Context: an optimization exercise on an open-source flow, tuned for a short achievable clock period and few clock cycles. The choices shown serve that exercise and are no tape-out recipe.
In this exercise RTL edits were held to simulation tests only and were not proved equivalent to the original.

==> branch fjord: inputs <==
## cs4200_core
module cs4200_core (
    input  wire        clk,
    input  wire        rst,           
    input  wire [29:0] prog_words,    
    output wire [31:0] imem_addr,
    input  wire [31:0] imem_rdata,
    output wire [31:0] dmem_addr,
    input  wire [31:0] dmem_rdata,
    output wire        dmem_we,
    output wire [3:0]  dmem_wstrb,
    output wire [31:0] dmem_wdata,
    output wire        halted,
    output wire        faulted,
    output wire [2:0]  fault_code,
    output wire [31:0] fault_pc,
    output wire [31:0] fault_info,
    input  wire [4:0]  dbg_addr,
    output wire [31:0] dbg_data
);
Settings: LEC_CHECK=0, ABC_CLOCK_PERIOD_IN_PS=3000, CAP_MARGIN=30, CORE_MARGIN=6, CORE_UTILIZATION=25, PLACE_DENSITY=0.5, SETUP_SLACK_MARGIN=3.2, SLEW_MARGIN=40; clock period 8.5 ns.
run.sh (not shown) runs the stock make flow with config.mk's settings and CLKGATE_MAP_FILE= SYNTH_SCRIPT=/design/flow/synth_recipe.tcl, a recipe that flattens the netlist after the stock synthesis.
==> inputs of branch onyx, as changes to branch fjord <==
--- a/flow/design.v
+++ b/flow/design.v
@@ -41,23 +41,42 @@
     reg        x0_tbad,   x1_tbad;      
     reg [31:0] m_a, m_b, m_sd;
     reg [2:0]  m_f3;
     reg        m_store;
     reg [31:0] regs [1:31];
     reg [31:1] zf;
+    reg        zw0_v, zw1_v;
+    reg [4:0]  zw0_rd, zw1_rd;
+    reg [31:0] zw0_res, zw1_res;
     reg [63:0] bh_valid;
     reg [63:0] bh_taken;
     reg [31:0] nw_word [0:31];
+    reg [31:0] nw_tgt  [0:31];      
     reg [4:0]  nw_tag  [0:31];
     reg [31:0] nw_valid;
+    reg [31:0] tc_word [0:31];
+    reg [31:0] tc_addr [0:31];      
+    reg [31:0] tc_tgt  [0:31];      
+    reg [4:0]  tc_tag  [0:31];
+    reg [31:0] tc_valid;
+    reg        tk_v;                
+    reg [11:0] tk_pc;               
+    reg        nf_v,   tf_v;
+    reg [4:0]  nf_idx, tf_idx;
+    reg [4:0]  nf_tag, tf_tag;
+    reg [31:0] nf_w,   tf_w;
+    reg [31:0] nf_tgt, tf_tgt;
+    reg [31:0] tf_addr;
+    reg [29:0] prog_q;
+    reg        first_q;
     reg        halt_q;
     reg        fault_q;
     reg [2:0]  fault_code_q;
     reg [31:0] fault_pc_q;
     reg [31:0] fault_info_q;
-    wire [31:0] prog_bytes = {prog_words, 2'b00};
+    wire [31:0] prog_bytes = {prog_q, 2'b00};
     wire [31:0] rf_all [0:31];
     assign rf_all[0] = 32'd0;
     genvar g;
     generate
         for (g = 1; g < 32; g = g + 1) begin : rf_rd
             assign rf_all[g] = regs[g];
@@ -137,15 +156,18 @@
     wire new_fault = fault0 || (fault1 && !redir0);
     wire redirect  = redir0 || redir1;
     wire [31:0] redirect_pc = redir0 ? x0_alt_pc : x1_alt_pc;
     wire we0 = x0_valid && x0_wr && !mem_fault0;
     wire we1 = x1_valid && x1_wr && !mem_fault1 && !kill1;
     wire [31:0] w0 = imem_rdata;
-    wire [31:0] w1 = nw_word[pc[6:2]];
-    wire        hit = nw_valid[pc[6:2]] && (nw_tag[pc[6:2]] == pc[11:7]) && (pc[31:12] == 20'd0);
-    wire        fetch_ok = (pc < prog_bytes);
+    wire        lo_pc  = (pc[31:12] == 20'd0);
+    wire        nw_hit = nw_valid[pc[6:2]] && (nw_tag[pc[6:2]] == pc[11:7]) && lo_pc;
+    wire        tc_hit = tc_valid[pc[6:2]] && (tc_tag[pc[6:2]] == pc[11:7]) && lo_pc;
+    wire [31:0] w1 = tc_hit ? tc_word[pc[6:2]] : nw_word[pc[6:2]];
+    wire        fetch_ok = first_q ? (prog_words != 30'd0) : (pc < prog_bytes);
+    wire        fetch_go = fetch_ok && !(first_q && d0_br);
     wire [4:0]  d0_rd, d0_rs1, d0_rs2, d1_rd, d1_rs1, d1_rs2;
     wire        d0_use1, d0_use2, d0_wr, d0_ld, d0_st, d0_br, d0_r, d0_lui, d0_aui, d0_alt, d0_addop;
     wire        d1_use1, d1_use2, d1_wr, d1_ld, d1_st, d1_br, d1_r, d1_lui, d1_aui, d1_alt, d1_addop;
     wire [2:0]  d0_f3, d1_f3;
     wire [31:0] d0_imm, d1_imm, d0_immb, d1_immb;
     cs4200_dec u_dec0 (.w(w0), .rd(d0_rd), .rs1(d0_rs1), .rs2(d0_rs2), .use1(d0_use1), .use2(d0_use2),
@@ -158,89 +180,137 @@
     wire xb1 = x1_valid && x1_wr;
     wire [31:0] v01 = (xb1 && x1_rd == d0_rs1) ? res1 : (xb0 && x0_rd == d0_rs1) ? res0 : rf_all[d0_rs1];
     wire [31:0] v02 = (xb1 && x1_rd == d0_rs2) ? res1 : (xb0 && x0_rd == d0_rs2) ? res0 : rf_all[d0_rs2];
     wire [31:0] v11 = (xb1 && x1_rd == d1_rs1) ? res1 : (xb0 && x0_rd == d1_rs1) ? res0 : rf_all[d1_rs1];
     wire [31:0] v12 = (xb1 && x1_rd == d1_rs2) ? res1 : (xb0 && x0_rd == d1_rs2) ? res0 : rf_all[d1_rs2];
     wire [31:0] pc4 = pc + 32'd4;
-    wire [31:0] pc8 = pc + 32'd8;
     wire [31:0] d0_a = d0_aui ? pc  : d0_lui ? 32'd0 : v01;
-    wire [31:0] d1_a = d1_aui ? pc4 : d1_lui ? 32'd0 : v11;
+    wire [13:0] tlo  = {1'b0, pc[12:0]} + {1'b0, d0_immb[12:0]};
+    wire [18:0] phi  = pc[31:13];
+    wire [18:0] phi_p = phi + 19'd1;
+    wire [18:0] phi_m = phi - 19'd1;
+    wire [31:0] tgt0 = {(tlo[13] && !d0_immb[31]) ? phi_p :
+                        (!tlo[13] && d0_immb[31]) ? phi_m : phi, tlo[12:0]};
+    wire [31:0] s1pc = tc_hit ? tc_addr[pc[6:2]] : pc4;
+    wire [31:0] s1pc4 = s1pc + 32'd4;
+    wire [31:0] d1_a = d1_aui ? s1pc : d1_lui ? 32'd0 : v11;
     wire [31:0] d0_b = (d0_r || d0_br) ? v02 : d0_imm;
     wire [31:0] d1_b = (d1_r || d1_br) ? v12 : d1_imm;
-    wire [31:0] tgt0 = pc  + d0_immb;
-    wire [31:0] tgt1 = pc4 + d1_immb;
+    wire [31:0] tgt1 = tc_hit ? tc_tgt[pc[6:2]] : nw_tgt[pc[6:2]];
     function st_pred;
         input [31:0] w;
         begin
             st_pred = w[31] || ((w[19:15] == w[24:20]) ?
                                 (w[14:12] == 3'b000 || w[14:12] == 3'b101 || w[14:12] == 3'b111) :
                                 (w[14:12] == 3'b001 || w[14:12] == 3'b101 || w[14:12] == 3'b111));
         end
     endfunction
     wire [5:0] bh0 = pc[7:2];
-    wire [5:0] bh1 = pc[7:2] + 6'd1;
+    wire [5:0] bh1 = s1pc[7:2];
     wire [4:0]  zr_idx  = (d0_rs2 == 5'd0) ? d0_rs1 : d0_rs2;
     wire        zr_x1   = xb1 && (x1_rd == zr_idx);
     wire        zr_x0   = xb0 && (x0_rd == zr_idx);
-    wire        zr_val  = (zr_idx == 5'd0) ? 1'b1 : zr_x1 ? x1_zero : zr_x0 ? x0_zero : zf[zr_idx];
+    wire        zw0_z   = (zw0_res == 32'd0);
+    wire        zw1_z   = (zw1_res == 32'd0);
+    wire        zr_val  = (zr_idx == 5'd0) ? 1'b1 : zr_x1 ? x1_zero : zr_x0 ? x0_zero :
+                          (zw1_v && zw1_rd == zr_idx) ? zw1_z :
+                          (zw0_v && zw0_rd == zr_idx) ? zw0_z : zf[zr_idx];
     wire        zr_known = (w0[14:13] == 2'b00) && ((d0_rs1 == 5'd0) || (d0_rs2 == 5'd0)) &&
                            !(zr_x1 && !x1_addop) && !(!zr_x1 && zr_x0 && !x0_addop);
     wire        pred0 = d0_br && (zr_known ? (zr_val ^ w0[12]) :
                                   bh_valid[bh0] ? bh_taken[bh0] : st_pred(w0));
     wire        pred1 = d1_br && (bh_valid[bh1] ? bh_taken[bh1] : st_pred(w1));
     wire d0_mem = d0_ld || d0_st;
     wire d1_mem = d1_ld || d1_st;
     wire raw = d0_wr && ((d1_use1 && d1_rs1 == d0_rd) || (d1_use2 && d1_rs2 == d0_rd));
-    wire dual = hit && !pred0 && !raw && !(d0_mem && d1_mem) && !(d0_br && d1_st);
-    wire issue = fetch_ok && !redirect && !new_fault && !fault_q && !halt_q;
+    wire dual = tc_hit ? (pred0 && !d1_st)
+                       : (nw_hit && !pred0 && !raw && !(d0_mem && d1_mem) && !(d0_br && d1_st));
+    wire issue = fetch_go && !redirect && !new_fault && !fault_q && !halt_q;
+    always @(posedge clk) begin
+        prog_q  <= prog_words;
+        first_q <= rst;
+    end
     integer i;
     always @(posedge clk) begin
         if (rst) begin
             pc           <= 32'd0;
             x0_valid     <= 1'b0;
             x1_valid     <= 1'b0;
             x0_mem       <= 1'b0;
             x1_mem       <= 1'b0;
             x0_wr        <= 1'b0;
             x1_wr        <= 1'b0;
             bh_valid     <= 64'd0;
             nw_valid     <= 32'd0;
+            tc_valid     <= 32'd0;
+            tk_v         <= 1'b0;
+            nf_v         <= 1'b0;
+            tf_v         <= 1'b0;
             halt_q       <= 1'b0;
             fault_q      <= 1'b0;
             fault_code_q <= 3'd0;
             fault_pc_q   <= 32'd0;
             fault_info_q <= 32'd0;
             for (i = 1; i < 32; i = i + 1)
                 regs[i] <= 32'd0;
             zf           <= {31{1'b1}};
+            zw0_v        <= 1'b0;
+            zw1_v        <= 1'b0;
         end else begin
-            if (we0 && !(we1 && x1_rd == x0_rd)) begin
+            if (we0 && !(we1 && x1_rd == x0_rd))
                 regs[x0_rd] <= res0;
-                zf[x0_rd]   <= (res0 == 32'd0);
-            end
-            if (we1) begin
+            if (we1)
                 regs[x1_rd] <= res1;
-                zf[x1_rd]   <= (res1 == 32'd0);
-            end
+            zw0_v   <= we0;
+            zw1_v   <= we1;
+            zw0_rd  <= x0_rd;
+            zw1_rd  <= x1_rd;
+            zw0_res <= res0;
+            zw1_res <= res1;
+            if (zw0_v && !(zw1_v && zw1_rd == zw0_rd))
+                zf[zw0_rd] <= zw0_z;
+            if (zw1_v)
+                zf[zw1_rd] <= zw1_z;
             if (x0_valid && x0_branch) begin
                 bh_valid[x0_pc[7:2]] <= 1'b1;
                 bh_taken[x0_pc[7:2]] <= taken0;
             end
             if (x1_valid && x1_branch) begin
                 bh_valid[x1_pc[7:2]] <= 1'b1;
                 bh_taken[x1_pc[7:2]] <= taken1;
             end
-            if (fetch_ok && pc[31:12] == 20'd0 && pc[11:2] != 10'd0) begin
-                nw_word[pc[6:2] - 5'd1]  <= w0;
-                nw_tag[pc[6:2] - 5'd1]   <= (pc[11:0] - 12'd4) >> 7;
-                nw_valid[pc[6:2] - 5'd1] <= 1'b1;
+            nf_v   <= fetch_ok && lo_pc && pc[11:2] != 10'd0;
+            nf_idx <= pc[6:2] - 5'd1;
+            nf_tag <= pc[11:7] - {4'd0, pc[6:2] == 5'd0};
+            nf_w   <= w0;
+            nf_tgt <= tgt0;
+            if (nf_v) begin
+                nw_word[nf_idx]  <= nf_w;
+                nw_tgt[nf_idx]   <= nf_tgt;
+                nw_tag[nf_idx]   <= nf_tag;
+                nw_valid[nf_idx] <= 1'b1;
+            end
+            tk_v    <= issue && pred0 && !dual && lo_pc;
+            tk_pc   <= pc[11:0];
+            tf_v    <= tk_v && fetch_ok;
+            tf_idx  <= tk_pc[6:2];
+            tf_tag  <= tk_pc[11:7];
+            tf_w    <= w0;
+            tf_addr <= pc;
+            tf_tgt  <= tgt0;
+            if (tf_v) begin
+                tc_word[tf_idx]  <= tf_w;
+                tc_addr[tf_idx]  <= tf_addr;
+                tc_tgt[tf_idx]   <= tf_tgt;
+                tc_tag[tf_idx]   <= tf_tag;
+                tc_valid[tf_idx] <= 1'b1;
             end
             x0_valid  <= issue;
             x1_valid  <= issue && dual;
             x0_pc     <= pc;
-            x1_pc     <= pc4;
+            x1_pc     <= s1pc;
             x0_a      <= d0_a;
             x1_a      <= d1_a;
             x0_b      <= d0_b;
             x1_b      <= d1_b;
             x0_rd     <= d0_rd;
             x1_rd     <= d1_rd;
@@ -264,13 +334,13 @@
             x1_tseq   <= (d1_immb == 32'd4);
             x0_tgt    <= tgt0;
             x1_tgt    <= tgt1;
             x0_tbad   <= (tgt0[1:0] != 2'b00) || (tgt0 > prog_bytes);
             x1_tbad   <= (tgt1[1:0] != 2'b00) || (tgt1 > prog_bytes);
             x0_alt_pc <= pred0 ? pc4 : tgt0;
-            x1_alt_pc <= pred1 ? pc8 : tgt1;
+            x1_alt_pc <= pred1 ? s1pc4 : tgt1;
             if (d0_mem) begin
                 m_a     <= v01;
                 m_b     <= d0_imm;
                 m_sd    <= v02;
                 m_f3    <= d0_f3;
                 m_store <= d0_st;
@@ -280,14 +350,14 @@
                 m_sd    <= v12;
                 m_f3    <= d1_f3;
                 m_store <= d1_st;
             end
             if (redirect)
                 pc <= redirect_pc;
-            else if (fetch_ok)
-                pc <= pred0 ? tgt0 : !dual ? pc4 : pred1 ? tgt1 : pc8;
+            else if (fetch_go)
+                pc <= !dual ? (pred0 ? tgt0 : pc4) : pred1 ? tgt1 : s1pc4;
             if (!fault_q && !halt_q) begin
                 if (new_fault) begin
                     fault_q <= 1'b1;
                     if (fault0) begin
                         fault_pc_q <= x0_pc;
                         if (mem_fault0) begin
Settings changed: CORE_UTILIZATION 25 to 20, PLACE_DENSITY 0.5 to 0.4, TNS_END_PERCENT from default to 10.
==> inputs of branch indigo, as changes to branch fjord <==
--- a/flow/design.v
+++ b/flow/design.v
@@ -35,13 +35,12 @@
     reg        x0_alt,    x1_alt;       
     reg        x0_addop,  x1_addop;     
     reg        x0_pred,   x1_pred;      
     reg        x0_tseq,   x1_tseq;      
     reg [31:0] x0_tgt,    x1_tgt;       
     reg [31:0] x0_alt_pc, x1_alt_pc;    
-    reg        x0_tbad,   x1_tbad;      
     reg [31:0] m_a, m_b, m_sd;
     reg [2:0]  m_f3;
     reg        m_store;
     reg [31:0] regs [1:31];
     reg [31:1] zf;
     reg [63:0] bh_valid;
@@ -124,14 +123,14 @@
         end
     endfunction
     wire taken0 = x0_branch && br_cond(x0_f3, eq0, lts0, ltu0);
     wire taken1 = x1_branch && br_cond(x1_f3, eq1, lts1, ltu1);
     wire br_mis0 = taken0 && (x0_tgt[1:0] != 2'b00);
     wire br_mis1 = taken1 && (x1_tgt[1:0] != 2'b00);
-    wire br_fault0 = x0_valid && taken0 && x0_tbad;
-    wire br_fault1 = x1_valid && taken1 && x1_tbad;
+    wire br_fault0 = x0_valid && taken0 && ((x0_tgt[1:0] != 2'b00) || (x0_tgt > prog_bytes));
+    wire br_fault1 = x1_valid && taken1 && ((x1_tgt[1:0] != 2'b00) || (x1_tgt > prog_bytes));
     wire redir0 = x0_valid && (x0_pred != taken0) && !(taken0 && x0_tseq);
     wire redir1 = x1_valid && (x1_pred != taken1) && !(taken1 && x1_tseq);
     wire fault0 = mem_fault0 || br_fault0;
     wire fault1 = mem_fault1 || br_fault1;
     wire kill1  = fault0 || redir0;       
     wire new_fault = fault0 || (fault1 && !redir0);
@@ -187,13 +186,13 @@
     wire        pred0 = d0_br && (zr_known ? (zr_val ^ w0[12]) :
                                   bh_valid[bh0] ? bh_taken[bh0] : st_pred(w0));
     wire        pred1 = d1_br && (bh_valid[bh1] ? bh_taken[bh1] : st_pred(w1));
     wire d0_mem = d0_ld || d0_st;
     wire d1_mem = d1_ld || d1_st;
     wire raw = d0_wr && ((d1_use1 && d1_rs1 == d0_rd) || (d1_use2 && d1_rs2 == d0_rd));
-    wire dual = hit && !pred0 && !raw && !(d0_mem && d1_mem) && !(d0_br && d1_st);
+    wire dual = hit && !pred0 && !raw && !(d0_mem && d1_mem) && !(d0_br && d1_mem);
     wire issue = fetch_ok && !redirect && !new_fault && !fault_q && !halt_q;
     integer i;
     always @(posedge clk) begin
         if (rst) begin
             pc           <= 32'd0;
             x0_valid     <= 1'b0;
@@ -261,14 +260,12 @@
             x0_pred   <= pred0;
             x1_pred   <= pred1;
             x0_tseq   <= (d0_immb == 32'd4);
             x1_tseq   <= (d1_immb == 32'd4);
             x0_tgt    <= tgt0;
             x1_tgt    <= tgt1;
-            x0_tbad   <= (tgt0[1:0] != 2'b00) || (tgt0 > prog_bytes);
-            x1_tbad   <= (tgt1[1:0] != 2'b00) || (tgt1 > prog_bytes);
             x0_alt_pc <= pred0 ? pc4 : tgt0;
             x1_alt_pc <= pred1 ? pc8 : tgt1;
             if (d0_mem) begin
                 m_a     <= v01;
                 m_b     <= d0_imm;
                 m_sd    <= v02;
Settings changed: ABC_CLOCK_PERIOD_IN_PS 3000 to 4500, PLACE_DENSITY 0.5 to default, SETUP_SLACK_MARGIN 3.2 to 4.0.
==> comparison <==
Branch fjord aborted during global routing (5_1_grt). Branch onyx finished with timing, DRC and antenna clean. Branch indigo failed in global routing (5_1_grt), error GRT-0232.
Area after synthesis, highest first: branch onyx, branch indigo, branch fjord.
The highest synthesized cell count belongs to branch onyx, the lowest to branch indigo.
==> figures <==
Outcome: branch indigo did not finish; branch onyx finished clean; branch fjord did not finish
Last stage reached: branch indigo global routing (5_1_grt); branch onyx -; branch fjord global routing (5_1_grt)
Mux share of post-synthesis cell area: branch indigo 7.83%; branch onyx 13.4%; branch fjord 7.88%
Initial core utilization: branch indigo 25.1%; branch onyx 20.1%; branch fjord 25.2%
Post-synth EDFFs: branch indigo 2,682; branch onyx 7,033; branch fjord 2,684
Parity-gate share of the synthesized area counting xor and xnor cells: branch indigo 1.79%; branch onyx 1.03%; branch fjord 1.74%
Distinct cells, synth: branch indigo 125; branch onyx 109; branch fjord 112
Die span in y: branch indigo 874 µm; branch onyx 1.32 mm; branch fjord 873 µm
Detailed placement HPWL: branch indigo 1030 mm; branch onyx 1550 mm; branch fjord 998 mm
Total cell area at the placement stage: branch indigo 211,000 µm²; branch onyx 392,000 µm²; branch fjord 210,000 µm²
Number of resized instances in the post-cts repair step: branch indigo 5,185; branch onyx 1,785; branch fjord 3,953
Post-synthesis instance area: branch indigo 186,000 µm²; branch onyx 343,000 µm²; branch fjord 185,000 µm²
Placement Rows: branch indigo 316; branch onyx 480; branch fjord 315
Cell count after synthesis: branch indigo 17,900; branch onyx 22,800; branch fjord 18,000
Number of cells after detailed placement: branch indigo 27,600; branch onyx 45,900; branch fjord 27,600
# clock sinks: branch indigo 2,921; branch onyx 7,340; branch fjord 2,923
Die extent in x: branch indigo 874 µm; branch onyx 1.32 mm; branch fjord 873 µm
Synth Area in Compound Gates: branch indigo 24.0%; branch onyx 12.6%; branch fjord 23.6%
Clock tree buffer depth: branch indigo 4; branch onyx 5; branch fjord 4
Post-synthesis average cell area: branch indigo 10.4 µm²; branch onyx 15.1 µm²; branch fjord 10.3 µm²
H-Tree Depth: branch indigo 5; branch onyx 6; branch fjord 5
Testbench counts of branch fjord, summed over its fixed seeds: cycles 60,188.
Testbench counts of branch onyx, summed over its fixed seeds: cycles 57,221.
Testbench counts of branch indigo, summed over its fixed seeds: cycles 60,428.

static timing again, ports no longer ideal:
The results above use ideal ports. As a check the final layout listed here was re-extracted and re-timed, cells and wires unchanged.
Step 1 sets driving cells, clkbuf_16 on the clock port and buf_2 on the other inputs (assumed; they add their load-dependent delay and slew).
Step 2, shift: input delay + t, output delay - t, t = (earliest + latest rising clock arrival at the registers) / 2. This alone moves slack from input paths to output paths.
a / b / c = ideal / step 1 / step 2; a / b = the first two.
run: branch onyx
shift t [ns]: 1.470
setup WS [ns]: 1.857 / 1.793 / 0.590
worst register clock-pin slew, ns: 0.07 / 0.07
After both steps branch onyx still meets setup and hold. For branch onyx, drivers alone change the setup slack by -0.064 ns; drivers and shift together by -1.267 ns.
